From an optimization exercise on the open Yosys and OpenROAD flow, aimed at a short achievable clock period; shortcuts taken in it are not production practice. At most, simulation tests tie the RTL to the original design; equivalence was not proved. Only the layout flow was run in run 4; the RTL was not checked for function there. No driver is modelled on the clock port, so clocking that relies on it looks cheaper here than on a real chip. Power is estimated from default activity; no workload was simulated.

--- flow/flow/root4_cts.tcl ---
# Rebuild the top of the clock tree that TritonCTS made: keep its leaf
# buffers (each drives a cluster of flip-flops), drop the buffers above them,
# and drive the leaves from four root buffers, one per quadrant of the leaves,
# each placed at the centre of its leaves and fed from the clock port.
set block [ord::get_db_block]
set clk_net [$block findNet clk]
set master [[ord::get_db] findMaster sky130_fd_sc_hd__clkbuf_16]

# the buffers of the clock tree above the leaves, and the leaves
set upper {}
set leaves {}
foreach inst [$block getInsts] {
  set name [$inst getName]
  if {[string match "clkbuf_leaf_*" $name]} {
    lappend leaves $inst
  } elseif {[string match "clkbuf_*_clk" $name] || [string match "clkbuf_*__f_clk" $name]} {
    lappend upper $inst
  }
}
puts "root4_cts: [llength $leaves] leaf buffers, [llength $upper] upper buffers"

# drop the upper buffers and their output nets
foreach inst $upper {
  set out ""
  foreach it [$inst getITerms] {
    if {[$it isOutputSignal]} { set out [$it getNet] }
  }
  foreach it [$inst getITerms] { $it disconnect }
  odb::dbInst_destroy $inst
  if {$out ne "" && $out ne "NULL"} {
    foreach it [$out getITerms] { $it disconnect }
    odb::dbNet_destroy $out
  }
}

# split the leaves into quadrants at the median x and y
set xs {}
set ys {}
foreach l $leaves {
  set bb [$l getBBox]
  lappend xs [expr {([$bb xMin] + [$bb xMax]) / 2}]
  lappend ys [expr {([$bb yMin] + [$bb yMax]) / 2}]
}
set sx [lsort -integer $xs]
set sy [lsort -integer $ys]
set mx [lindex $sx [expr {[llength $sx] / 2}]]
set my [lindex $sy [expr {[llength $sy] / 2}]]
array set group {}
foreach l $leaves x $xs y $ys {
  set q [expr {($x >= $mx ? 1 : 0) + ($y >= $my ? 2 : 0)}]
  lappend group($q) [list $l $x $y]
}

set n 0
foreach q [lsort [array names group]] {
  set members $group($q)
  set cx 0
  set cy 0
  foreach m $members {
    set cx [expr {$cx + [lindex $m 1]}]
    set cy [expr {$cy + [lindex $m 2]}]
  }
  set cx [expr {$cx / [llength $members]}]
  set cy [expr {$cy / [llength $members]}]
  set buf [odb::dbInst_create $block $master "clkbuf_root_$q"]
  set net [odb::dbNet_create $block "clknet_root_$q"]
  $net setSigType CLOCK
  [$buf findITerm A] connect $clk_net
  [$buf findITerm X] connect $net
  foreach m $members {
    [[lindex $m 0] findITerm A] disconnect
    [[lindex $m 0] findITerm A] connect $net
  }
  $buf setLocation [expr {$cx - [$master getWidth] / 2}] [expr {$cy - [$master getHeight] / 2}]
  $buf setPlacementStatus PLACED
  puts "root4_cts: clkbuf_root_$q drives [llength $members] leaves"
  incr n
}
detailed_placement
estimate_parasitics -placement
report_clock_latency
--- flow/standard.sh ---
#!/bin/bash
# synth_recipe.tcl (not shown) runs the flow's synth.tcl, then flattens the netlist and writes it again
# the make line also repeats each setting of config.mk as NAME=value (left out here)
make -C /OpenROAD-flow-scripts/flow DESIGN_CONFIG=/design/flow/config.mk WORK_HOME=/design/flow/orfs CLKGATE_MAP_FILE= SYNTH_SCRIPT=/design/flow/synth_recipe.tcl "${@:-finish}"
--- flow/config.mk ---
export PLATFORM = sky130hd
export DESIGN_NAME = nb_engine
export DESIGN_NICKNAME = nb_engine
export VERILOG_FILES = /design/flow/design.v
export SDC_FILE = /design/flow/constraint.sdc
export NUM_CORES = 4
export LEC_CHECK = 0
export CAP_MARGIN = 20
export CORE_MARGIN = 2
export CORE_UTILIZATION = 40
export SETUP_SLACK_MARGIN = 2.5
export SLEW_MARGIN = 20
export SYNTH_HIERARCHICAL = 1
export SYNTH_MINIMUM_KEEP_SIZE = 0
--- flow/constraint.sdc ---
create_clock -name core_clock -period 4.5 [get_ports {clk}]
set_input_delay 0.9000 -clock core_clock [delete_from_list [all_inputs] [get_ports {clk}]]
set_output_delay 0.9000 -clock core_clock [all_outputs]
set_load 0.01 [all_outputs]
--- flow/flow/run.sh ---
#!/bin/bash
# Own layout flow: the standard ORFS flow (standard.sh), with
#  - the port buffers inserted as regular buffers (buf_4) instead of the
#    default pick (a delay cell),
#  - the slow OR/NOR-type cells with 3 or 4 series PMOS transistors added to
#    the platform's don't-use list, so that synthesis maps wide ORs to
#    NAND/NOR2 trees. ORFS re-derives DONT_USE_CELLS in each sub-make, so the
#    full list (platform's + ours) goes in through MAKEFLAGS.
set -euo pipefail
export BUFFER_PORTS_ARGS="-buffer_cell sky130_fd_sc_hd__buf_4"
slow=""
for c in or3 or3b or4 or4b or4bb nor3 nor3b nor4 nor4b nor4bb o31a o31ai o32a o32ai o41a o41ai o311a a2111o; do
  for d in 1 2 4; do
    slow="$slow sky130_fd_sc_hd__${c}_${d}"
  done
done
slow="$slow sky130_fd_sc_hd__o311ai_0 sky130_fd_sc_hd__o311ai_1 sky130_fd_sc_hd__o311ai_2 sky130_fd_sc_hd__o311ai_4"
slow="$slow sky130_fd_sc_hd__a2111oi_0 sky130_fd_sc_hd__a2111oi_1 sky130_fd_sc_hd__a2111oi_2 sky130_fd_sc_hd__a2111oi_4"
printf 'include %s/platforms/sky130hd/config.mk\nall:\n\t@echo "$(DONT_USE_CELLS)"\n' "$FLOW_HOME" > platform_dont_use.mk
platform=$(env -u DONT_USE_CELLS -u MAKEFLAGS make -s -f platform_dont_use.mk PLATFORM_DIR="$FLOW_HOME/platforms/sky130hd")
all=$(echo $platform $slow)
export MAKEFLAGS="DONT_USE_CELLS=${all// /\\ }"
echo "MAKEFLAGS=$MAKEFLAGS" > run_env.log
# after CTS, drive the leaf buffers from four root buffers (flow/root4_cts.tcl)
export POST_CTS_TCL="$PWD/flow/root4_cts.tcl"
bash standard.sh > standard.log 2>&1
--- flow/design.v ---
module nb_engine (
    input  wire         clk,
    input  wire         rst,
    input  wire         cmd_valid,
    output wire         cmd_ready,
    input  wire [127:0] cmd_desc,
    output wire         busy,
    input  wire         src_valid,
    output wire         src_ready,
    input  wire [31:0]  src_data,
    output wire         dst_valid,
    output wire [31:0]  dst_data,
    input  wire [15:0]  cfg_wait_bound,
    input  wire         cfg_rfin_clk_low,
    output wire         bus_clk,
    output wire         bus_nrd,
    output wire         bus_start,
    output wire         bus_doe,
    output wire [7:0]   bus_dout,
    input  wire [7:0]   bus_din,
    input  wire         bus_nwait,
    output wire         irq_inhibit,
    input  wire [15:0]  owm_in,
    output wire         owm_we,
    output wire [15:0]  owm_wdata,
    output wire [1:0]   status_code,
    output wire [1:0]   status_where,
    output wire [31:0]  status_index,
    output wire [39:0]  status_addr
);
    localparam [15:0] M_BUS = 16'h01FF;
    localparam [7:0] OPC_POKE = 8'h01;
    localparam [7:0] OPC_PEEK = 8'h02;
    reg s_idle, s_end;
    reg s_a_nrd, s_a_start, s_a_dir, s_a_wait, s_a_ce1, s_a_ce2, s_a_ce3;
    reg s_a_drv, s_a_hi, s_a_lo, s_a_cx1, s_a_cx2;
    reg s_w_nrd, s_w_start, s_w_dir, s_w_ce1, s_w_ce2, s_w_ce3;
    reg s_w_drv, s_w_hi, s_w_lo, s_w_cx1, s_w_cx2, s_w_wait;
    reg s_r_dir, s_r_nrd, s_r_lo, s_r_hi, s_r_smp;
    reg s_f_clk, s_f_nrd, s_f_dir, s_f_wait;
    reg        busy_r, rdy_r, srdy_r;
    reg        op_peek;
    reg        rfin_clk;       
    reg [39:0] a;
    reg        ca0;            
    reg        ca1;            
    reg [31:0] i;
    reg        ci0;            
    reg [31:0] left;
    reg        zl0;            
    reg        more0;          
    reg        more1;          
    reg [31:0] w;              
    reg [31:0] ws;             
    reg        sel_ld, sel_inc, sel_hold;    
    reg [4:0]  k;              
    reg [15:0] owm_saved;
    reg        b1;             
    reg        bnz;            
    reg [15:0] r;
    reg        r2;             
    reg        tmo;
    reg        clk_r, nrd_r, start_r, doe_r;
    reg [7:0]  dout_r;
    reg        irq_r;
    reg        owm_we_r;
    reg [15:0] owm_wdata_r;
    reg        dst_valid_r;
    reg [1:0]  st_code, st_where;
    reg [31:0] st_index;
    reg [39:0] st_addr;
    wire [7:0]  d_opc  = cmd_desc[127:120];
    wire [23:0] d_rsv  = cmd_desc[119:96];
    wire [31:0] d_n    = cmd_desc[95:64];
    wire [39:0] d_addr = cmd_desc[39:0];
    wire        d_peek, accept, acc_end, acc_addr;
    wire [3:0]  contract_g;
    nb_engine_dec u_dec (
        .opc(d_opc), .rsv(d_rsv), .n(d_n), .valid(cmd_valid), .idle(s_idle),
        .peek(d_peek), .accept(accept), .contract(),
        .acc_end(acc_end), .acc_addr(acc_addr)
    );
    genvar g;
    generate
        for (g = 0; g < 4; g = g + 1) begin : g_dec
            nb_engine_dec u_dec_st (
                .opc(d_opc), .rsv(d_rsv), .n(d_n), .valid(cmd_valid), .idle(s_idle),
                .peek(), .accept(), .contract(contract_g[g]),
                .acc_end(), .acc_addr()
            );
        end
    endgenerate
    wire in_wait  = s_a_wait | s_w_wait | s_f_wait;
    wire tmo_ev   = tmo & ~bus_nwait;           
    wire wdone    = s_w_wait & bus_nwait;
    wire rdone    = s_r_smp & k[3];
    wire to_rfin  = (s_a_cx2 & op_peek & ~more0) | (rdone & ~(more1 & ~ca0));
    wire wait_next_fresh = s_a_dir | s_w_cx2 | s_f_dir;
    wire [7:0] a_byte = ({8{k[0]}} & a[7:0])   | ({8{k[1]}} & a[15:8]) |
                        ({8{k[2]}} & a[23:16]) | ({8{k[3]}} & a[31:24]) |
                        ({8{k[4]}} & a[39:32]);
    wire [7:0] w_byte = ({8{k[0]}} & ws[7:0])   | ({8{k[1]}} & ws[15:8]) |
                        ({8{k[2]}} & ws[23:16]) | ({8{k[3]}} & ws[31:24]);
    wire        st_ld = tmo_ev & ~rst;
    wire [75:0] st_q  = {st_where, st_code, st_index, st_addr};
    wire [75:0] st_lv = {s_f_wait, s_w_wait, 2'd1, i, a};
    wire [75:0] st_cv = {2'd3, 2'd2, 72'd0};
    reg  [75:0] st_nx;
    integer b;
    always @(*) begin
        for (b = 0; b < 76; b = b + 1)
            st_nx[b] = (st_ld & st_lv[b]) |
                       (contract_g[b / 19] & ~rst & st_cv[b]) |
                       (~(rst | contract_g[b / 19] | s_end | tmo_ev) & st_q[b]);
    end
    wire [3:0]  w_smp = {4{s_r_smp}} & k[3:0];
    reg [7:0]  a0_inc;
    reg [15:0] a1_inc, a2_inc, i0_inc, i1_inc, l0_dec, l1_dec, r_dec;
    integer j;
    always @(*) begin
        for (j = 0; j < 8; j = j + 1)
            a0_inc[j] = a[j] ^ (&(a[7:0] | ~(8'hFF >> (8 - j))));
        for (j = 0; j < 16; j = j + 1) begin
            a1_inc[j] = a[8 + j]  ^ (&(a[23:8]  | ~(16'hFFFF >> (16 - j))));
            a2_inc[j] = a[24 + j] ^ (&(a[39:24] | ~(16'hFFFF >> (16 - j))));
            i0_inc[j] = i[j]      ^ (&(i[15:0]  | ~(16'hFFFF >> (16 - j))));
            i1_inc[j] = i[16 + j] ^ (&(i[31:16] | ~(16'hFFFF >> (16 - j))));
            l0_dec[j] = left[j]      ^ ~(|(left[15:0]  & (16'hFFFF >> (16 - j))));
            l1_dec[j] = left[16 + j] ^ ~(|(left[31:16] & (16'hFFFF >> (16 - j))));
            r_dec[j]  = r[j] ^ ~(|(r & (16'hFFFF >> (16 - j))));
        end
    end
    wire        ld_c   = sel_ld;
    wire        inc_c  = sel_inc;
    wire        hold_c = sel_hold;
    wire [39:0] a_inc_c = {(ca0 & ca1) ? a2_inc : a[39:24], ca0 ? a1_inc : a[23:8], a0_inc};
    wire [31:0] i_inc_c = {ci0 ? i1_inc : i[31:16], i0_inc};
    wire [31:0] l_dec_c = {zl0 ? l1_dec : left[31:16], l0_dec};
    reg  [39:0] a_inc;
    reg  [31:0] i_inc, l_dec;
    wire nx_idle_nr = (~busy_r & ~accept) | s_end | tmo_ev;
    wire nx_idle    = rst | nx_idle_nr;
    wire owm_m = s_a_ce3 | s_w_ce3;
    wire owm_s = s_a_cx1 | s_w_cx1;
    assign cmd_ready    = rdy_r;
    assign busy         = busy_r;
    assign src_ready    = srdy_r;
    assign dst_valid    = dst_valid_r;
    assign dst_data     = w;
    assign bus_clk      = clk_r;
    assign bus_nrd      = nrd_r;
    assign bus_start    = start_r;
    assign bus_doe      = doe_r;
    assign bus_dout     = dout_r;
    assign irq_inhibit  = irq_r;
    assign owm_we       = owm_we_r;
    assign owm_wdata    = owm_wdata_r;
    assign status_code  = st_code;
    assign status_where = st_where;
    assign status_index = st_index;
    assign status_addr  = st_addr;
    always @(posedge clk) begin
        rfin_clk <= cfg_rfin_clk_low;
        b1       <= (cfg_wait_bound == 16'd1);
        bnz      <= (cfg_wait_bound != 16'd0);
        r   <= in_wait ? r_dec : cfg_wait_bound;
        r2  <= in_wait ? (r == 16'd3) : (cfg_wait_bound == 16'd2);
        tmo <= ~rst & bnz & ((wait_next_fresh & b1) |
                             (in_wait & ~bus_nwait & ~tmo & r2));
        ca0   <= (a[7:0] == 8'hFF);
        ca1   <= (a[23:8] == 16'hFFFF);
        ci0   <= (i[15:0] == 16'hFFFF);
        zl0   <= (left[15:0] == 16'd0);
        more0 <= (left != 32'd0);
        more1 <= (left[31:1] != 31'd0);
        if (ld_c)
            op_peek <= d_peek;
        a       <= ({40{ld_c}} & d_addr) | ({40{inc_c}} & a_inc) | ({40{hold_c}} & a);
        i       <= ({32{inc_c}} & i_inc) | ({32{hold_c}} & i);
        left    <= ({32{ld_c}} & d_n) | ({32{inc_c}} & l_dec) | ({32{hold_c}} & left);
        if (w_smp[0]) w[7:0]   <= bus_din;
        if (w_smp[1]) w[15:8]  <= bus_din;
        if (w_smp[2]) w[23:16] <= bus_din;
        if (w_smp[3]) w[31:24] <= bus_din;
        a_inc <= a_inc_c;
        i_inc <= i_inc_c;
        l_dec <= l_dec_c;
        if (s_w_nrd)
            ws <= src_data;
        sel_ld   <= nx_idle;
        sel_inc  <= ~rst & (wdone | (s_r_hi & k[3]));
        sel_hold <= ~rst & ~nx_idle_nr & ~(wdone | (s_r_hi & k[3]));
        if (s_a_ce3 | s_w_ce3 | s_r_nrd)
            k <= 5'b00001;
        else if ((s_a_lo & ~k[4]) | (s_w_lo & ~k[3]) | (s_r_smp & ~k[3]))
            k <= {k[3:0], 1'b0};
        if (s_a_ce2 | s_w_ce2)
            owm_saved <= owm_in;
        owm_wdata_r <= ({16{owm_m}} & M_BUS) | ({16{owm_s}} & owm_saved) |
                       ({16{~(owm_m | owm_s)}} & owm_wdata_r);
    end
    always @(posedge clk) begin
        {st_where, st_code, st_index, st_addr} <= st_nx;
    end
    always @(posedge clk) begin
        if (rst) begin
            s_idle <= 1'b1; s_end <= 1'b0;
            s_a_nrd <= 1'b0; s_a_start <= 1'b0; s_a_dir <= 1'b0; s_a_wait <= 1'b0;
            s_a_ce1 <= 1'b0; s_a_ce2 <= 1'b0; s_a_ce3 <= 1'b0;
            s_a_drv <= 1'b0; s_a_hi <= 1'b0; s_a_lo <= 1'b0; s_a_cx1 <= 1'b0; s_a_cx2 <= 1'b0;
            s_w_nrd <= 1'b0; s_w_start <= 1'b0; s_w_dir <= 1'b0;
            s_w_ce1 <= 1'b0; s_w_ce2 <= 1'b0; s_w_ce3 <= 1'b0;
            s_w_drv <= 1'b0; s_w_hi <= 1'b0; s_w_lo <= 1'b0; s_w_cx1 <= 1'b0; s_w_cx2 <= 1'b0;
            s_w_wait <= 1'b0;
            s_r_dir <= 1'b0; s_r_nrd <= 1'b0; s_r_lo <= 1'b0; s_r_hi <= 1'b0; s_r_smp <= 1'b0;
            s_f_clk <= 1'b0; s_f_nrd <= 1'b0; s_f_dir <= 1'b0; s_f_wait <= 1'b0;
            busy_r      <= 1'b0;
            rdy_r       <= 1'b1;
            clk_r       <= 1'b0;
            nrd_r       <= 1'b1;
            start_r     <= 1'b0;
            doe_r       <= 1'b1;
            dout_r      <= 8'd0;
            irq_r       <= 1'b0;
            owm_we_r    <= 1'b0;
            dst_valid_r <= 1'b0;
        end else begin
            s_idle    <= (s_idle & ~accept) | s_end | tmo_ev;
            s_end     <= acc_end |
                         (wdone & ~more1) |
                         (s_f_wait & bus_nwait & ~more0);
            s_a_nrd   <= acc_addr |
                         (wdone & more1 & ca0) |
                         (s_f_wait & bus_nwait & more0);
            s_a_start <= s_a_nrd;
            s_a_dir   <= s_a_start;
            s_a_wait  <= s_a_dir | (s_a_wait & ~bus_nwait & ~tmo);
            s_a_ce1   <= s_a_wait & bus_nwait;
            s_a_ce2   <= s_a_ce1;
            s_a_ce3   <= s_a_ce2;
            s_a_drv   <= s_a_ce3 | (s_a_lo & ~k[4]);
            s_a_hi    <= s_a_drv;
            s_a_lo    <= s_a_hi;
            s_a_cx1   <= s_a_lo & k[4];
            s_a_cx2   <= s_a_cx1;
            s_w_nrd   <= (s_a_cx2 & ~op_peek) | (wdone & more1 & ~ca0) |
                         (s_w_nrd & ~src_valid);
            s_w_start <= s_w_nrd & src_valid;
            s_w_dir   <= s_w_start;
            s_w_ce1   <= s_w_dir;
            s_w_ce2   <= s_w_ce1;
            s_w_ce3   <= s_w_ce2;
            s_w_drv   <= s_w_ce3 | (s_w_lo & ~k[3]);
            s_w_hi    <= s_w_drv;
            s_w_lo    <= s_w_hi;
            s_w_cx1   <= s_w_lo & k[3];
            s_w_cx2   <= s_w_cx1;
            s_w_wait  <= s_w_cx2 | (s_w_wait & ~bus_nwait & ~tmo);
            s_r_dir   <= (s_a_cx2 & op_peek & more0) | (rdone & more1 & ~ca0);
            s_r_nrd   <= s_r_dir;
            s_r_lo    <= s_r_nrd | (s_r_smp & ~k[3]);
            s_r_hi    <= s_r_lo;
            s_r_smp   <= s_r_hi;
            s_f_clk   <= to_rfin & rfin_clk;
            s_f_nrd   <= (to_rfin & ~rfin_clk) | s_f_clk;
            s_f_dir   <= s_f_nrd;
            s_f_wait  <= s_f_dir | (s_f_wait & ~bus_nwait & ~tmo);
            if (accept) begin
                busy_r <= 1'b1;
                rdy_r  <= 1'b0;
            end else if (s_end | tmo_ev) begin
                busy_r <= 1'b0;
                rdy_r  <= 1'b1;
            end
            if (s_a_hi | s_w_hi | s_r_hi)
                clk_r <= 1'b1;
            else if (s_a_lo | s_w_lo | s_r_lo | s_f_clk)
                clk_r <= 1'b0;
            if (s_r_nrd)
                nrd_r <= 1'b0;
            else if (s_a_nrd | (s_w_nrd & src_valid) | s_f_nrd)
                nrd_r <= 1'b1;
            if (s_a_start)
                start_r <= 1'b1;
            else if (s_a_drv)
                start_r <= k[0];
            else if (s_w_start | s_w_drv)
                start_r <= 1'b0;
            if (s_r_dir)
                doe_r <= 1'b0;
            else if (s_a_dir | s_w_dir | s_f_dir)
                doe_r <= 1'b1;
            if (s_a_drv)
                dout_r <= a_byte;
            else if (s_w_drv)
                dout_r <= w_byte;
            if (s_a_ce1 | s_w_ce1)
                irq_r <= 1'b1;
            else if (s_a_cx2 | s_w_cx2)
                irq_r <= 1'b0;
            owm_we_r    <= owm_m | owm_s;
            dst_valid_r <= rdone;
        end
    end
    always @(posedge clk)
        srdy_r <= ~rst & ((s_a_cx2 & ~op_peek) | (wdone & more1 & ~ca0) |
                          (s_w_nrd & ~src_valid));
endmodule
module nb_engine_dec (
    input  wire [7:0]  opc,
    input  wire [23:0] rsv,
    input  wire [31:0] n,
    input  wire        valid,
    input  wire        idle,
    output wire        peek,
    output wire        accept,
    output wire        contract,
    output wire        acc_end,     
    output wire        acc_addr     
);
    wire opc_hi0 = (opc[7:2] == 6'd0);
    wire poke    = opc_hi0 & ~opc[1] &  opc[0];
    wire ok      = (rsv == 24'd0) & opc_hi0 & (opc[1] ^ opc[0]);
    wire n0      = (n == 32'd0);
    assign peek     = opc_hi0 & opc[1] & ~opc[0];
    assign accept   = idle & valid & ok;
    assign contract = idle & valid & ~ok;
    assign acc_end  = accept & poke & n0;
    assign acc_addr = accept & ~(poke & n0);
endmodule
==> results of run 1 <==
## report_power, final
part	internal [mW]	leakage, nW	total [mW]	switching [mW]
Combinational	0.216	4.75	0.384	0.168
Clock	2.26	0.758	3.85	1.58
Sequential	4.35	3.93	4.43	0.0827
## per-stage QoR
stage / worst slack (ns) / power (mW) / hold WS (ns) / instance area (um^2) / std cells
after floorplan: 2.52 / 4.67 / 0.375 / 17200 / 1522
final: 2.53 / 8.66 / 0.418 / 21700 / 2404
after detailed placement: 1.98 / 4.90 / 0.393 / 20000 / 2308
after global routing: 2.49 / 8.97 / 0.425 / 21700 / 2404
after global placement: 1.96 / 4.88 / 0.387 / 20000 / 2308
## final timing paths
path	endpoint	depth (start not counted)	slack (ns)
min reg2reg	l_dec[0]	1	0.42
max	st_where[0]	7	2.53
min	l_dec[0]	1	0.42
max reg2reg	r2	3	2.55
## final cells by class, clock buffers not listed
type	instances	area share, %
inverter	111	1.92
antenna	1	0.0115
sequential	469	47.1
buffer	4	0.460
multi-input combinational	857	28.5
timing repair inverter	1	0.0403
clock inverter	15	0.627
timing repair buffer	339	12.3
tap	539	3.10
## registers in the layout, indices dropped and copies added, names as in the netlist, 5 cells and up
| register | flops |
|---|---|
| l_dec | 32 |
| a | 40 |
| st_index | 32 |
| ws | 32 |
| owm_saved | 16 |
| owm_wdata_r | 16 |
| st_addr | 40 |
| dout_r | 8 |
| i_inc | 32 |
| r | 16 |
| w | 32 |
| i | 32 |
| a_inc | 40 |
| left | 32 |
| k | 5 |
## cell usage in the layout, fill, tap and decap left out, types with 32 or more instances in the layout
master,n
a222oi_1,80
a22o_1,112
buf_4,319
clkbuf_16,50
dfxtp_1,355
edfxtp_1,81
ha_1,32
inv_1,109
nand2_1,44
nor2_1,184
xnor2_1,58
## routing by layer
layer / vias up / track usage, %
li1: 6122 / -
met1: 6315 / 27.0
met2: 483 / 33.6
met5: - / 0
met4: 6 / 4.57
met3: 55 / 6.33
## critical path: cells and delay by family
family          cells  cell delay (ns)
xor+xnor            1             0.16
simple gates        4             0.72
buf+inv             1             0.16
compound gates      1             0.31
==> flow_metrics.env, run 1 <==
export IMPL_outcome="complete, no violations"
export IMPL_syn_area_per_cell_um2=11.3
export IMPL_syn_inst=1522
export IMPL_max_stage_delay_ns=0.31
export IMPL_drc=0
export IMPL_area_growth_synth_to_final_pct=26.7
export IMPL_die_area_mm2=0.0446
export IMPL_grt_pass1_vias=12600
export IMPL_grt_setup_unrepaired="true"
export IMPL_top_layer_used="met5"
export IMPL_min_period_ns=1.97
export IMPL_yosysWarnings=7
export IMPL_final_core_utilization_pct=51.6
export IMPL_die_w_um=211
export IMPL_cts_sinks=469
export IMPL_via_per_inst=5.40
export IMPL_grt_max_degree=66
export IMPL_ant_nets=0
export IMPL_hold_violations=0
export IMPL_totalWireLength_um=47600
export IMPL_rows=75
export IMPL_critPathKind="input pin to flop"
export IMPL_slowest_stage="a221o_1"
export IMPL_synthesis_area_mm2=0.0172
export IMPL_finalNetCount=2062
export IMPL_grt_pass1_wl_um=71700
export IMPL_start_util_pct=40.7
export IMPL_met1Wirelength_um=20400
export IMPL_skew_ns=0.0259
export IMPL_initialDrtViolationCount=1361
export IMPL_rr_startpoint="s_w_wait"
export IMPL_wire_per_inst_um=19.8
export IMPL_worstPathArrival_ns=2.25
export IMPL_gp_congestion=0.789
export IMPL_track_usage_pct=20.7
export IMPL_multi_input_area_mm2=0.00619
export IMPL_fin_crit_sh_pct=43.9
export IMPL_tns_ns=0
export IMPL_grt_overflow_total=0
export IMPL_cap_violations=0
export IMPL_path_clk_slew_ns=0.06
export IMPL_cts_tree="yes"
export IMPL_worstMarginPinSlew_ns=1.09
export IMPL_required_ns=4.77
export IMPL_drv_slew=0
export IMPL_leakage_nw=9.44
export IMPL_hold_class="flop to flop"
export IMPL_drive_gt1_share_pct=25.9
export IMPL_setup_viol=0
export IMPL_vias=13000
export IMPL_relSlewSlack_pct=27.2
export IMPL_wl_met3_um=4610
export IMPL_fmax_ghz=0.506
export IMPL_power_density_mw_per_mm2=398
export IMPL_start_kind="input pin"
export IMPL_core_mm2=0.0421
export IMPL_crit_start="cmd_desc[121]"
export IMPL_peakVddDrop_uv=264
export IMPL_firstDrtPassIters=8
export IMPL_nFillCells=3789
export IMPL_hpwl_um=33500
export IMPL_die_y_um=211
export IMPL_clock_latency_ns=0.39
export IMPL_path_max_fanout=18
export IMPL_path_cells="buf_4 > xor2_1 > and4_1 > nand4_2 > nor2b_4 > nor2_8 > a221o_1"
export IMPL_antenna_found_initial=4
export IMPL_io_pins=348
export IMPL_seqCellArea_mm2=0.0102
export IMPL_end_kind="flop"
export IMPL_syn_num_nets=1760
export IMPL_met2_length_um=21800
export IMPL_io_buffers=323
export IMPL_min_from="left[0]"
==> inputs of run 2 (changes only) <==
--- a/flow/flow/run.sh
+++ b/flow/flow/run.sh
@@ -2,7 +2,7 @@
 # Own layout flow: the standard ORFS flow (standard.sh), with
 #  - the port buffers inserted as regular buffers (buf_4) instead of the
 #    default pick (a delay cell),
-#  - the slow OR/NOR-type cells with 3 or 4 series PMOS transistors added to
+#  - the delay cells and the slow OR/NOR-type cells with 3 or 4 series PMOS transistors added to
 #    the platform's don't-use list, so that synthesis maps wide ORs to
 #    NAND/NOR2 trees. ORFS re-derives DONT_USE_CELLS in each sub-make, so the
 #    full list (platform's + ours) goes in through MAKEFLAGS.
@@ -16,6 +16,11 @@
 done
 slow="$slow sky130_fd_sc_hd__o311ai_0 sky130_fd_sc_hd__o311ai_1 sky130_fd_sc_hd__o311ai_2 sky130_fd_sc_hd__o311ai_4"
 slow="$slow sky130_fd_sc_hd__a2111oi_0 sky130_fd_sc_hd__a2111oi_1 sky130_fd_sc_hd__a2111oi_2 sky130_fd_sc_hd__a2111oi_4"
+# delay cells: repair picks them as wire and port buffers, which only slows
+# paths here (hold slack is large without them)
+for c in clkdlybuf4s15_1 clkdlybuf4s15_2 clkdlybuf4s18_1 clkdlybuf4s18_2 clkdlybuf4s25_1 clkdlybuf4s25_2 clkdlybuf4s50_1 clkdlybuf4s50_2 dlygate4sd1_1 dlygate4sd2_1 dlygate4sd3_1 dlymetal6s2s_1 dlymetal6s4s_1 dlymetal6s6s_1; do
+  slow="$slow sky130_fd_sc_hd__$c"
+done
 printf 'include %s/platforms/sky130hd/config.mk\nall:\n\t@echo "$(DONT_USE_CELLS)"\n' "$FLOW_HOME" > platform_dont_use.mk
 platform=$(env -u DONT_USE_CELLS -u MAKEFLAGS make -s -f platform_dont_use.mk PLATFORM_DIR="$FLOW_HOME/platforms/sky130hd")
 all=$(echo $platform $slow)
==> run 2 against run 1 <==
Against the previous run: clock skew increased by 0.024 ns; register-to-register slack improved by 0.02 ns; area after synthesis is 0.10% higher; maximum frequency about the same; design area grew 0.17%; critical path type unchanged; critical endpoint is now s_a_nrd.
==> flow_metrics.env, run 2 <==
export IMPL_worstPathArrival_ns=2.20
export IMPL_grt_max_degree=85
export IMPL_gp_congestion=0.808
export IMPL_antenna_found_initial=4
export IMPL_path_clk_slew_ns=0.06
export IMPL_die_w_um=211
export IMPL_clock_latency_ns=0.40
export IMPL_hold_violations=0
export IMPL_drive_gt1_share_pct=26.9
export IMPL_critPathKind="input pin to flop"
export IMPL_syn_num_nets=1760
export IMPL_skew_ns=0.0501
export IMPL_finalNetCount=2062
export IMPL_drc=0
export IMPL_hpwl_um=33200
export IMPL_tns_ns=0
export IMPL_rows=75
export IMPL_multi_input_area_mm2=0.00622
export IMPL_leakage_nw=9.46
export IMPL_nFillCells=3766
export IMPL_path_max_fanout=7
export IMPL_layout_commonest_cell="dfxtp_1"
export IMPL_io_pins=348
export IMPL_placed_cells_incl_taps=2305
export IMPL_start_kind="input pin"
export IMPL_fmax_ghz=0.506
export IMPL_whs_path_depth=1
export IMPL_totalWireLength_um=47700
export IMPL_grt_setup_unrepaired="true"
export IMPL_cts_tree="yes"
export IMPL_fin_crit_sh_pct=43.9
export IMPL_die_y_um=211
export IMPL_area_growth_synth_to_final_pct=26.8
export IMPL_firstDrtPassIters=6
export IMPL_initialDrtViolationCount=1069
export IMPL_power_mw=8.70
export IMPL_via_per_inst=5.34
export IMPL_setup_viol=0
export IMPL_track_usage_pct=20.8
export IMPL_path_cells="buf_4 > nor2b_4 > and4_1 > and4bb_2 > a211oi_1 > a31oi_1 > a21oi_1"
export IMPL_final_cells=2402
export IMPL_hold_class="flop to flop"
export IMPL_final_core_utilization_pct=51.7
export IMPL_yosysWarnings=7
export IMPL_min_period_ns=1.97
export IMPL_relSlewSlack_pct=27.3
export IMPL_grt_pass1_vias=12500
export IMPL_peakVddDrop_uv=272
export IMPL_outcome="complete, no violations"
export IMPL_slowest_stage="and4bb_2"
export IMPL_core_mm2=0.0421
export IMPL_end_kind="flop"
export IMPL_syn_inst=1522
export IMPL_cap_violations=0
export IMPL_rr_worst_depth=6
export IMPL_synthesis_area_mm2=0.0172
export IMPL_grt_overflow_total=0
export IMPL_worstMarginPinSlew_ns=1.09
export IMPL_wire_per_inst_um=19.9
export IMPL_start_util_pct=40.8
export IMPL_cts_sinks=469
export IMPL_max_stage_delay_ns=0.34
export IMPL_seqCellArea_mm2=0.0103
export IMPL_io_buffers=323
export IMPL_grt_pass1_wl_um=72300
export IMPL_ant_nets=0
export IMPL_syn_area_per_cell_um2=11.3
export IMPL_final_cell_mix="dfxtp_1 (344), buf_4 (306), nor2_1 (185)"
export IMPL_vias=12800
export IMPL_die_area_mm2=0.0446
export IMPL_required_ns=4.72
export IMPL_power_density_mw_per_mm2=400
export IMPL_drv_slew=0
==> run 2: final cells by class, clock buffers not listed <==
type | instances | share of cell area, %
well taps | 539 | 3.10
diodes | 1 | 0.0115
plain buffers | 4 | 0.459
clock inverters | 11 | 0.626
multi-input cells | 858 | 28.5
flip-flops and latches | 469 | 47.1
repair inverters | 2 | 0.167
repair buffers | 337 | 12.0
inverters | 111 | 1.91
==> run 2: power by group <==
group          total [mW]  internal, mW  switching (mW)
clock                3.89          2.33            1.56
sequential           4.43          4.35          0.0820
combinational       0.385         0.216           0.170
total                8.70          6.89            1.81
==> run 2: per-stage QoR <==
| step | setup slack [ns] | hold slack, ns | cell area [um^2] |
|---|---|---|---|
| 2_1_floorplan | 2.52 | 0.375 | 17200 |
| 3_3_place_gp | 1.70 | 0.390 | 20000 |
| 3_5_place_dp | 1.67 | 0.388 | 20000 |
| 5_1_grt | 2.44 | 0.404 | 21800 |
| 6_report | 2.53 | 0.400 | 21800 |
==> run 2: per-layer routing <==
layer	up-vias	global-route usage, %	share of wire (%)
li1	6129	-	-
met1	6199	27.5	43
met2	432	33.3	45
met3	69	6.38	9.0
met4	8	5.00	2.1
met5	-	0	0.12
==> run 2: path summary, 6_finish.rpt <==
path	startpoint	endpoint	slack, ns
setup reg to reg	a[8]	a_inc[16]	2.57
hold reg to reg	i_inc[16]	i[16]	0.40
setup / recovery	cmd_desc[120]	s_a_nrd	2.53
hold / removal	i_inc[16]	i[16]	0.40
==> run 2: worst max-delay path, delay by kind of cell <==
family / cells / cell delay (ns)
buffers and inverters: 1 / 0.14
AO/OA/AOI/OAI: 3 / 0.35
AND/OR/NAND/NOR: 3 / 0.79
==> inputs of run 3 (changes only) <==
--- a/flow/config.mk
+++ b/flow/config.mk
@@ -7,7 +7,7 @@
 export LEC_CHECK = 0
 export CAP_MARGIN = 20
 export CORE_MARGIN = 2
-export CORE_UTILIZATION = 40
+export CORE_UTILIZATION = 55
 export SETUP_SLACK_MARGIN = 2.5
 export SLEW_MARGIN = 20
 export SYNTH_HIERARCHICAL = 1
==> run 3 against run 2 <==
Against the previous run: still clean on timing, DRC and antenna; worst hold slack improved by 0.0095 ns; setup slack improved by 0.041 ns; area after synthesis did not move; sequential power barely moved; clock skew fell by 0.015 ns; core utilization rose by 18 points; cell count fell by 6.1%; clock power fell by 8.5%; flip-flop and latch count did not move; critical path type unchanged; highest routed layer unchanged.
==> flow_metrics.env, run 3 <==
export IMPL_clock_latency_ns=0.39
export IMPL_placed_cells_incl_taps=2160
export IMPL_finalNetCount=2055
export IMPL_reg2reg_to="r[10]"
export IMPL_cts_tree="yes"
export IMPL_whs_path_depth=1
export IMPL_rows=64
export IMPL_final_cells=2255
export IMPL_die_area_mm2=0.0327
export IMPL_tns_ns=0
export IMPL_power_density_mw_per_mm2=392
export IMPL_wire_per_inst_um=19.9
export IMPL_peakVddDrop_uv=376
export IMPL_skew_ns=0.0355
export IMPL_syn_area_per_cell_um2=11.3
export IMPL_setup_viol=0
export IMPL_worstMarginPinSlew_ns=0.979
export IMPL_antenna_found_initial=7
export IMPL_grt_pass1_wl_um=69600
export IMPL_grt_max_degree=89
export IMPL_yosysWarnings=7
export IMPL_core_mm2=0.0307
export IMPL_rr_worst_depth=4
export IMPL_start_kind="input pin"
export IMPL_relSlewSlack_pct=34.8
export IMPL_regToRegSetupSlack_ns=2.60
export IMPL_area_growth_synth_to_final_pct=24.2
export IMPL_worstPathArrival_ns=2.23
export IMPL_rr_startpoint="s_w_wait"
export IMPL_syn_num_nets=1760
export IMPL_vias=12900
export IMPL_leakage_nw=9.34
export IMPL_final_cell_mix="dfxtp_1 (378), buf_4 (322), nor2_1 (185)"
export IMPL_via_per_inst=5.74
export IMPL_synthesis_area_mm2=0.0172
export IMPL_initialDrtViolationCount=1303
export IMPL_drive_gt1_share_pct=24.6
export IMPL_fin_crit_sh_pct=43.0
export IMPL_start_util_pct=56.0
export IMPL_required_ns=4.80
export IMPL_end_kind="flop"
export IMPL_outcome="complete, no violations"
export IMPL_hold_class="flop to flop"
export IMPL_firstDrtPassIters=7
export IMPL_final_area_mm2=0.0213
export IMPL_fmax_ghz=0.517
export IMPL_path_clk_slew_ns=0.06
export IMPL_cts_sinks=469
export IMPL_min_from="i_inc[28]"
export IMPL_drc=0
export IMPL_nFillCells=2406
export IMPL_layout_commonest_cell="dfxtp_1"
export IMPL_io_buffers=323
export IMPL_hold_violations=0
export IMPL_cap_violations=0
export IMPL_grt_pass1_vias=12400
export IMPL_placement_cell_area_mm2=0.0198
export IMPL_totalWireLength_um=44800
export IMPL_io_pins=348
export IMPL_drv_slew=0
export IMPL_path_max_fanout=19
export IMPL_die_w_um=181
export IMPL_hpwl_um=30500
export IMPL_track_usage_pct=26.6
export IMPL_min_period_ns=1.93
export IMPL_syn_inst=1522
export IMPL_ant_nets=0
export IMPL_power_mw=8.36
export IMPL_die_y_um=181
export IMPL_grt_overflow_total=0
export IMPL_whs_endpoint="i[28]"
export IMPL_grt_setup_unrepaired="false"
export IMPL_gp_congestion=0.824
export IMPL_critPathKind="input pin to flop"
## run 3: cell types whose count changed in the layout (fill, tap and decap cells not counted), sizes merged
| cell | before | now |
|---|---|---|
| buf | 336 | 330 |
| bufinv | 3 | 0 |
| clkinv | 7 | 9 |
| clkinvlp | 1 | 0 |
| diode | 1 | 6 |
| inv | 113 | 112 |
## run 3: worst max-delay path, cell delays in order
cell and delay (ns):
buf_4 0.14, xor2_1 0.14, and4_1 0.22, nand4_2 0.14, nor2b_4 0.17, nor2_8 0.31, a22o_1 0.19
## run 3: power by group
part / internal [mW] / total, mW / leakage [nW] / switching [mW]
logic: 0.210 / 0.368 / 4.71 / 0.157
clock network: 2.08 / 3.56 / 0.701 / 1.48
registers: 4.35 / 4.43 / 3.92 / 0.0844
## run 3: stage by stage
step / hold slack (ns) / setup WS, ns / util (%)
floorplan: 0.375 / 2.52 / -
global placement: 0.393 / 1.75 / 64.5
detailed placement: 0.401 / 1.74 / 64.5
global route: 0.409 / 2.50 / 69.6
finish: 0.409 / 2.57 / 69.6
## run 3: worst max path at each step
stage / start / endpoint / slack [ns]
2_1_floorplan: cmd_desc[121] / st_index[17] / 2.52
6_report: cmd_desc[121] / st_addr[30] / 2.57
3_3_place_gp: rst / st_addr[11] / 1.75
3_5_place_dp: rst / st_addr[15] / 1.74
5_1_grt: s_w_wait / r[10] / 2.50
## run 3: cell type report, clock buffers not listed
type / instances / area [um^2] / share of cell area, %
flip-flops and latches: 469 / 10200 / 47.9
repair buffers: 332 / 2540 / 11.9
inverters: 111 / 417 / 1.95
multi-input cells: 858 / 6210 / 29.1
plain buffers: 4 / 100 / 0.469
clock inverters: 8 / 40.0 / 0.188
well taps: 396 / 495 / 2.32
diodes: 6 / 15.0 / 0.0703
repair inverters: 2 / 25.0 / 0.117
## run 3: metal layers
layer	global-route usage, %	part of all wire [%]	wire length (um)
met2	41.1	45	20100
met4	9.10	2.5	1110
met3	6.21	8.8	3940
met5	0	0.027	12
met1	36.9	44	19600
==> inputs of run 4 (changes only) <==
--- a/flow/design.v
+++ b/flow/design.v
@@ -114,6 +114,8 @@
                        (~(rst | contract_g[b / 19] | s_end | tmo_ev) & st_q[b]);
     end
     wire [3:0]  w_smp = {4{s_r_smp}} & k[3:0];
+    wire [31:0] w_sel = {{8{w_smp[3]}}, {8{w_smp[2]}}, {8{w_smp[1]}}, {8{w_smp[0]}}};
+    wire [31:0] w_nx  = (w_sel & {4{bus_din}}) | (~w_sel & w);
     reg [7:0]  a0_inc;
     reg [15:0] a1_inc, a2_inc, i0_inc, i1_inc, l0_dec, l1_dec, r_dec;
     integer j;
@@ -173,20 +175,15 @@
         zl0   <= (left[15:0] == 16'd0);
         more0 <= (left != 32'd0);
         more1 <= (left[31:1] != 31'd0);
-        if (ld_c)
-            op_peek <= d_peek;
+        op_peek <= (ld_c & d_peek) | (~ld_c & op_peek);
         a       <= ({40{ld_c}} & d_addr) | ({40{inc_c}} & a_inc) | ({40{hold_c}} & a);
         i       <= ({32{inc_c}} & i_inc) | ({32{hold_c}} & i);
         left    <= ({32{ld_c}} & d_n) | ({32{inc_c}} & l_dec) | ({32{hold_c}} & left);
-        if (w_smp[0]) w[7:0]   <= bus_din;
-        if (w_smp[1]) w[15:8]  <= bus_din;
-        if (w_smp[2]) w[23:16] <= bus_din;
-        if (w_smp[3]) w[31:24] <= bus_din;
+        w  <= w_nx;
         a_inc <= a_inc_c;
         i_inc <= i_inc_c;
         l_dec <= l_dec_c;
-        if (s_w_nrd)
-            ws <= src_data;
+        ws <= ({32{s_w_nrd}} & src_data) | ({32{~s_w_nrd}} & ws);
         sel_ld   <= nx_idle;
         sel_inc  <= ~rst & (wdone | (s_r_hi & k[3]));
         sel_hold <= ~rst & ~nx_idle_nr & ~(wdone | (s_r_hi & k[3]));
@@ -194,8 +191,8 @@
             k <= 5'b00001;
         else if ((s_a_lo & ~k[4]) | (s_w_lo & ~k[3]) | (s_r_smp & ~k[3]))
             k <= {k[3:0], 1'b0};
-        if (s_a_ce2 | s_w_ce2)
-            owm_saved <= owm_in;
+        owm_saved <= ({16{s_a_ce2 | s_w_ce2}} & owm_in) |
+                     ({16{~(s_a_ce2 | s_w_ce2)}} & owm_saved);
         owm_wdata_r <= ({16{owm_m}} & M_BUS) | ({16{owm_s}} & owm_saved) |
                        ({16{~(owm_m | owm_s)}} & owm_wdata_r);
     end
==> flow/flow/run.sh (replaced) <==
#!/bin/bash
# Own layout flow: the standard ORFS flow (standard.sh), with
#  - the port buffers inserted as regular buffers (buf_4) instead of the
#    default pick (a delay cell),
#  - the slow OR/NOR-type cells with 3 or 4 series PMOS transistors added to
#    the platform's don't-use list, so that synthesis maps wide ORs to
#    NAND/NOR2 trees. ORFS re-derives DONT_USE_CELLS in each sub-make, so the
#    full list (platform's + ours) goes in through MAKEFLAGS.
set -euo pipefail
export BUFFER_PORTS_ARGS="-buffer_cell sky130_fd_sc_hd__buf_4"
slow=""
for c in or3 or3b or4 or4b or4bb nor3 nor3b nor4 nor4b nor4bb o31a o31ai o32a o32ai o41a o41ai o311a a2111o; do
  for d in 1 2 4; do
    slow="$slow sky130_fd_sc_hd__${c}_${d}"
  done
done
slow="$slow sky130_fd_sc_hd__o311ai_0 sky130_fd_sc_hd__o311ai_1 sky130_fd_sc_hd__o311ai_2 sky130_fd_sc_hd__o311ai_4"
slow="$slow sky130_fd_sc_hd__a2111oi_0 sky130_fd_sc_hd__a2111oi_1 sky130_fd_sc_hd__a2111oi_2 sky130_fd_sc_hd__a2111oi_4"
printf 'include %s/platforms/sky130hd/config.mk\nall:\n\t@echo "$(DONT_USE_CELLS)"\n' "$FLOW_HOME" > platform_dont_use.mk
platform=$(env -u DONT_USE_CELLS -u MAKEFLAGS make -s -f platform_dont_use.mk PLATFORM_DIR="$FLOW_HOME/platforms/sky130hd")
all=$(echo $platform $slow)
export MAKEFLAGS="DONT_USE_CELLS=${all// /\\ }"
echo "MAKEFLAGS=$MAKEFLAGS" > run_env.log
bash standard.sh > standard.log 2>&1
--- a/flow/config.mk
+++ b/flow/config.mk
@@ -7,7 +7,7 @@
 export LEC_CHECK = 0
 export CAP_MARGIN = 20
 export CORE_MARGIN = 2
-export CORE_UTILIZATION = 55
+export CORE_UTILIZATION = 40
 export SETUP_SLACK_MARGIN = 2.5
 export SLEW_MARGIN = 20
 export SYNTH_HIERARCHICAL = 1
removed: flow/flow/root4_cts.tcl
==> run 4 against run 3 <==
Against the previous run: still clean on timing, DRC and antenna; die area up 36%; critical path depth shrank 6; area after synthesis decreased by 0.41%; maximum frequency down 4.4%; sequential power about the same; critical endpoint is now dst_data[6]; largest power group unchanged.
==> flow_metrics.env, run 4 <==
export IMPL_track_usage_pct=19.9
export IMPL_path_cells="buf_6"
export IMPL_final_cells=2418
export IMPL_antenna_found_initial=8
export IMPL_cp_depth=1
export IMPL_cts_buffers=50
export IMPL_clockBufferDepth=3
export IMPL_max_stage_delay_ns=0.40
export IMPL_syn_area_per_cell_um2=11.1
export IMPL_end_kind="output pin"
export IMPL_hold_class="flop to flop"
export IMPL_cts_setup_buffers=0
export IMPL_die_area_mm2=0.0445
export IMPL_wire_per_inst_um=18.7
export IMPL_h_tree_depth=2
export IMPL_hpwl_um=31100
export IMPL_io_buffers=323
export IMPL_power_density_mw_per_mm2=408
export IMPL_regToRegSetupSlack_ns=2.55
export IMPL_grt_max_degree=80
export IMPL_start_kind="flop"
export IMPL_hold_violations=0
export IMPL_gp_congestion=0.809
export IMPL_grt_use_met2_pct=32.0
export IMPL_outcome="complete, no violations"
export IMPL_fmax_ghz=0.494
export IMPL_via_per_inst=5.28
export IMPL_syn_inst=1538
export IMPL_placed_cells_incl_taps=2322
export IMPL_cts_sinks=469
export IMPL_drive_gt1_share_pct=27.1
export IMPL_skew_ns=0.0216
export IMPL_path_buf_inv=1
export IMPL_nFillCells=3747
export IMPL_final_cell_mix="dfxtp_1 (327), buf_4 (294), nor2_1 (204)"
export IMPL_relSlewSlack_pct=29.6
export IMPL_firstDrtPassIters=8
export IMPL_required_ns=3.60
export IMPL_peakVddDrop_uv=255
export IMPL_core_mm2=0.0421
export IMPL_drv_slew=0
export IMPL_syn_num_nets=1776
export IMPL_slowest_stage="edfxtp_1"
export IMPL_rows=75
export IMPL_whs_path_depth=1
export IMPL_drc=0
export IMPL_ant_nets=0
export IMPL_clock_latency_ns=0.58
export IMPL_grt_pass1_vias=12400
export IMPL_final_area_mm2=0.0218
export IMPL_fin_crit_sh_pct=44.9
export IMPL_cts_root_buf="clkbuf_16"
export IMPL_die_y_um=211
export IMPL_min_period_ns=2.02
export IMPL_layout_commonest_cell="dfxtp_1"
export IMPL_grt_overflow_total=0
export IMPL_finalNetCount=2073
export IMPL_area_growth_synth_to_final_pct=27.4
export IMPL_initialDrtViolationCount=1115
export IMPL_cap_violations=0
export IMPL_path_max_fanout=1
export IMPL_yosysWarnings=7
export IMPL_tns_ns=0
export IMPL_die_w_um=211
export IMPL_totalWireLength_um=45200
export IMPL_rr_worst_depth=4
export IMPL_grt_setup_unrepaired="true"
export IMPL_io_pins=348
export IMPL_vias=12800
export IMPL_grtUsageMet3_pct=5.34
export IMPL_path_clk_slew_ns=0.06
export IMPL_busiest_layer="met2"
export IMPL_met1_usage_pct=25.9
export IMPL_cts_hold_buf=0
export IMPL_worstPathArrival_ns=1.12
export IMPL_synthesis_area_mm2=0.0171
export IMPL_worstMarginPinSlew_ns=1.06
export IMPL_crit_family="flip-flops"
export IMPL_start_util_pct=40.6
export IMPL_cts_tree="yes"
export IMPL_leakage_nw=9.38
export IMPL_critPathKind="flop to output pin"
export IMPL_grt_pass1_wl_um=69600
export IMPL_setup_viol=0
export IMPL_placement_cell_area_mm2=0.0199
-- run 4: worst register-to-register path, delay by kind of cell, from the launching register on --
family	cells	cell delay, ns
AO/OA/AOI/OAI	3	0.84
AND/OR/NAND/NOR	1	0.07
flip-flops	1	0.91
-- run 4: report_power, final --
part / internal (mW) / switching [mW] / total [mW]
Combinational: 0.198 / 0.154 / 0.352
Sequential: 4.35 / 0.0715 / 4.42
Clock: 2.47 / 1.66 / 4.13
Total: 7.01 / 1.89 / 8.90
-- run 4: worst paths after layout --
check,startpoint,end
worst max-delay path,flop,dst_data[6]
worst min-delay path,left[0],l_dec[0]
worst max register to register,k[1],dout_r[0]
worst min register to register,left[0],l_dec[0]
-- run 4: per-layer routing --
metal / part of all wire (%) / wire [um]
met5: 0.15 / 67
met4: 2.6 / 1180
met3: 8.1 / 3650
met2: 46 / 20800
met1: 43 / 19500
-- run 4: what timing repair did --
item	4_1_cts	5_1_grt
setup endpoints to repair	63	71
pin swaps	0	0
resized for setup	45	49
-- run 4: layout make-up --
type                       instances  area [um^2]  area share [%]
antenna                            3         7.51          0.0344
clock buffer                      71         1440            6.61
clock inverter                    22          231            1.06
inverter                         111          417            1.91
multi-input combinational        875         6160            28.2
sequential                       469        10300            47.2
tap                              539          674            3.09
timing repair buffer             328         2590            11.9
-- run 4: per-stage QoR --
stage	util (%)	power, mW	setup slack, ns	hold slack, ns
floorplan	-	4.65	2.51	0.375
global placement	47.3	4.85	2.05	0.393
detailed placement	47.3	4.86	2.01	0.390
CTS	51.5	9.00	2.42	0.381
global route	51.7	9.22	2.42	0.394
finish	51.7	8.90	2.48	0.403

-- static timing again, ports no longer ideal --
How much do the figures lean on ideal ports? The routed layouts below were timed once more, with nothing changed but the port constraints.
Step 1 (the two cells are an assumption about what drives the block):
set clk [get_ports {clk}]
set_driving_cell -lib_cell sky130_fd_sc_hd__clkbuf_16 $clk
set_driving_cell -lib_cell sky130_fd_sc_hd__buf_2 [delete_from_list [all_inputs] $clk]
Step 2, shift: input delay + t, output delay - t, t = (earliest + latest rising clock arrival at the registers) / 2. This alone moves slack from input paths to output paths.
a / b / c = ideal ports / drivers / drivers and shift; a / b = the first two.
run	t, ns	setup WS [ns]	hold slack, ns	worst data-port slew with drivers (ns)	pins driven straight from the clock port
run 1	0.489	2.525 / 2.545 / 2.122	0.418 / 0.418 / 0.418	0.09	4
run 2	0.488	2.525 / 2.527 / 2.122	0.400 / 0.400 / 0.400	0.10	4
run 3	0.479	2.566 / 2.584 / 2.176	0.409 / 0.409 / 0.409	0.11	4
run 4	0.627	2.478 / 2.423 / 2.030	0.403 / 0.403 / 0.403	0.11	1
After both steps every run listed still meets setup and hold. For run 4, which loses most, drivers alone change the setup slack by -0.055 ns; drivers and shift together by -0.448 ns.
